This design comes from an exercise in tuning for small area on the open sky130 flow, not from production work.
The RTL was checked by simulation tests, not by an equivalence proof against the original design.

## mbnet_core
module mbnet_core (
    input  wire        clk,
    input  wire        rst,
    input  wire        cmd_valid,
    output wire        cmd_ready,
    input  wire [63:0] cmd,
    input  wire [63:0] cmd_data,
    output reg         res_valid,
    output reg  [3:0]  res_status,
    output wire [7:0]  res_id,
    output reg  [3:0]  res_dlc,
    output reg  [1:0]  res_tos,
    output wire [63:0] res_data,
    output wire        tx_valid,
    input  wire        tx_ready,
    output wire [28:0] tx_id,
    output wire [3:0]  tx_dlc,
    output wire [63:0] tx_data,
    input  wire        rx_valid,
    input  wire        rx_ide,
    input  wire        rx_rtr,
    input  wire [28:0] rx_id,
    input  wire [3:0]  rx_dlc,
    input  wire [63:0] rx_data,
    output wire        call_valid,
    output wire [2:0]  call_kind,
    output wire [6:0]  call_master,
    output reg  [1:0]  call_tos,
    output reg  [15:0] call_control,
    output reg  [3:0]  call_dlc,
    output reg  [63:0] call_data,
    input  wire        call_ret,
    output reg         log_valid,
    output wire [28:0] log_id
);
clock: 10.0 ns
lec_check: 0
cap_margin: 20
core_margin: 2
core_utilization: 55
cts_cluster_diameter: 80
cts_cluster_size: 30
place_density: 0.75
slew_margin: 20
standard.sh (not shown) runs the stock make flow with config.mk's settings and CLKGATE_MAP_FILE= SYNTH_SCRIPT=/design/flow/synth_recipe.tcl, a recipe that flattens the netlist after the stock synthesis.
==> flow/flow/run.sh <==
#!/bin/bash
# Standard ORFS layout (the standard.sh, unchanged synthesis), with
# the smallest buffer on the ports and CTS sink clusters of up to 30
# flip-flops, without dummy loads.
set -euo pipefail
export BUFFER_PORTS_ARGS="-buffer_cell sky130_fd_sc_hd__buf_1"
export CTS_ARGS="-sink_clustering_enable -repair_clock_nets -sink_clustering_size 30 -sink_clustering_max_diameter 80 -dont_use_dummy_load"
bash standard.sh > standard.log 2>&1
The first run went through all stages and came out clean.
Next try:
--- a/flow/flow/run.sh
+++ b/flow/flow/run.sh
@@ -7 +7 @@
-export CTS_ARGS="-sink_clustering_enable -repair_clock_nets -sink_clustering_size 30 -sink_clustering_max_diameter 80 -dont_use_dummy_load"
+export CTS_ARGS="-sink_clustering_enable -repair_clock_nets -sink_clustering_size 30 -sink_clustering_max_diameter 70 -dont_use_dummy_load"
Settings changed: CORE_UTILIZATION 55 to 70, CTS_CLUSTER_DIAMETER 80 to 70, PLACE_DENSITY 0.75 to 0.85.
What happened:
- The changed run ran to the end with no violations
- synthesized area stays the same
- clock-buffer cell count goes down by 1
- worst setup slack gets worse by 0.0047 ns

Setup of the baseline:
mbnet_core, a different RTL version from the one above (not shown whole).
## mbnet_core
module mbnet_core (
    input  wire        clk,
    input  wire        rst,
    input  wire        cmd_valid,
    output wire        cmd_ready,
    input  wire [63:0] cmd,
    input  wire [63:0] cmd_data,
    output reg         res_valid,
    output reg  [3:0]  res_status,
    output wire [7:0]  res_id,
    output reg  [3:0]  res_dlc,
    output reg  [1:0]  res_tos,
    output wire [63:0] res_data,
    output wire        tx_valid,
    input  wire        tx_ready,
    output wire [28:0] tx_id,
    output wire [3:0]  tx_dlc,
    output wire [63:0] tx_data,
    input  wire        rx_valid,
    input  wire        rx_ide,
    input  wire        rx_rtr,
    input  wire [28:0] rx_id,
    input  wire [3:0]  rx_dlc,
    input  wire [63:0] rx_data,
    output wire        call_valid,
    output wire [2:0]  call_kind,
    output wire [6:0]  call_master,
    output reg  [1:0]  call_tos,
    output reg  [15:0] call_control,
    output reg  [3:0]  call_dlc,
    output reg  [63:0] call_data,
    input  wire        call_ret,
    output reg         log_valid,
    output wire [28:0] log_id
);
Settings: LEC_CHECK=0, CAP_MARGIN=0, CORE_MARGIN=2, CORE_UTILIZATION=40, CTS_CLUSTER_DIAMETER=100, CTS_CLUSTER_SIZE=25, PLACE_DENSITY=0.6, SLEW_MARGIN=0; clock period 10.0 ns.
==> flow/flow/run.sh <==
#!/bin/bash
# Standard ORFS layout (the standard.sh, unchanged synthesis), with
# the smallest buffer on the ports and CTS sink clusters of up to 25
# flip-flops, without dummy loads.
set -euo pipefail
export BUFFER_PORTS_ARGS="-buffer_cell sky130_fd_sc_hd__buf_1"
export CTS_ARGS="-sink_clustering_enable -repair_clock_nets -sink_clustering_size 25 -sink_clustering_max_diameter 100 -dont_use_dummy_load"
bash standard.sh > standard.log 2>&1
[inputs] the candidate vs the baseline
- SLEW_MARGIN now 20, was 0
- CAP_MARGIN now 20, was 0
==> run notes <==
- The candidate: full flow OK, the timing, design-rule and antenna checks passed
- Worst setup slack: higher on the candidate
- Delta (the candidate minus the baseline): maximum clock frequency rose by about 0.47%, slew at the pin closest to its max-slew limit lost 0.10 ns, met3 global-route usage roughly the same.

static timing again, ports no longer ideal:
Ports are ideal in the flow. The routed layouts listed here were re-timed in OpenROAD. Step 1: set_driving_cell puts a clkbuf_16 on clk and a buf_2 on each other input, an assumption about the parent block. Step 2 times the ports against the registers' clock, not the clock port: input delays grow and output delays shrink by t, the midpoint of the rising clock arrivals with the driver on. Three values: ideal ports, drivers, drivers and shift; two values: the first two.
run | t, ns | slack for setup (ns) | cell pins on the clock port's net
the first run of note 1 | 0.714 | 4.313 / 4.313 / 3.775 | 1
the second run of note 1 | 0.699 | 4.308 / 4.308 / 4.075 | 1
the baseline | 0.764 | 3.905 / 3.905 / 3.892 | 1
the candidate | 0.762 | 3.933 / 3.933 / 3.859 | 1
After both steps every run listed still meets setup and hold. For the first run of note 1, which loses most, drivers alone change the setup slack by 0.000 ns; drivers and shift together by -0.538 ns.
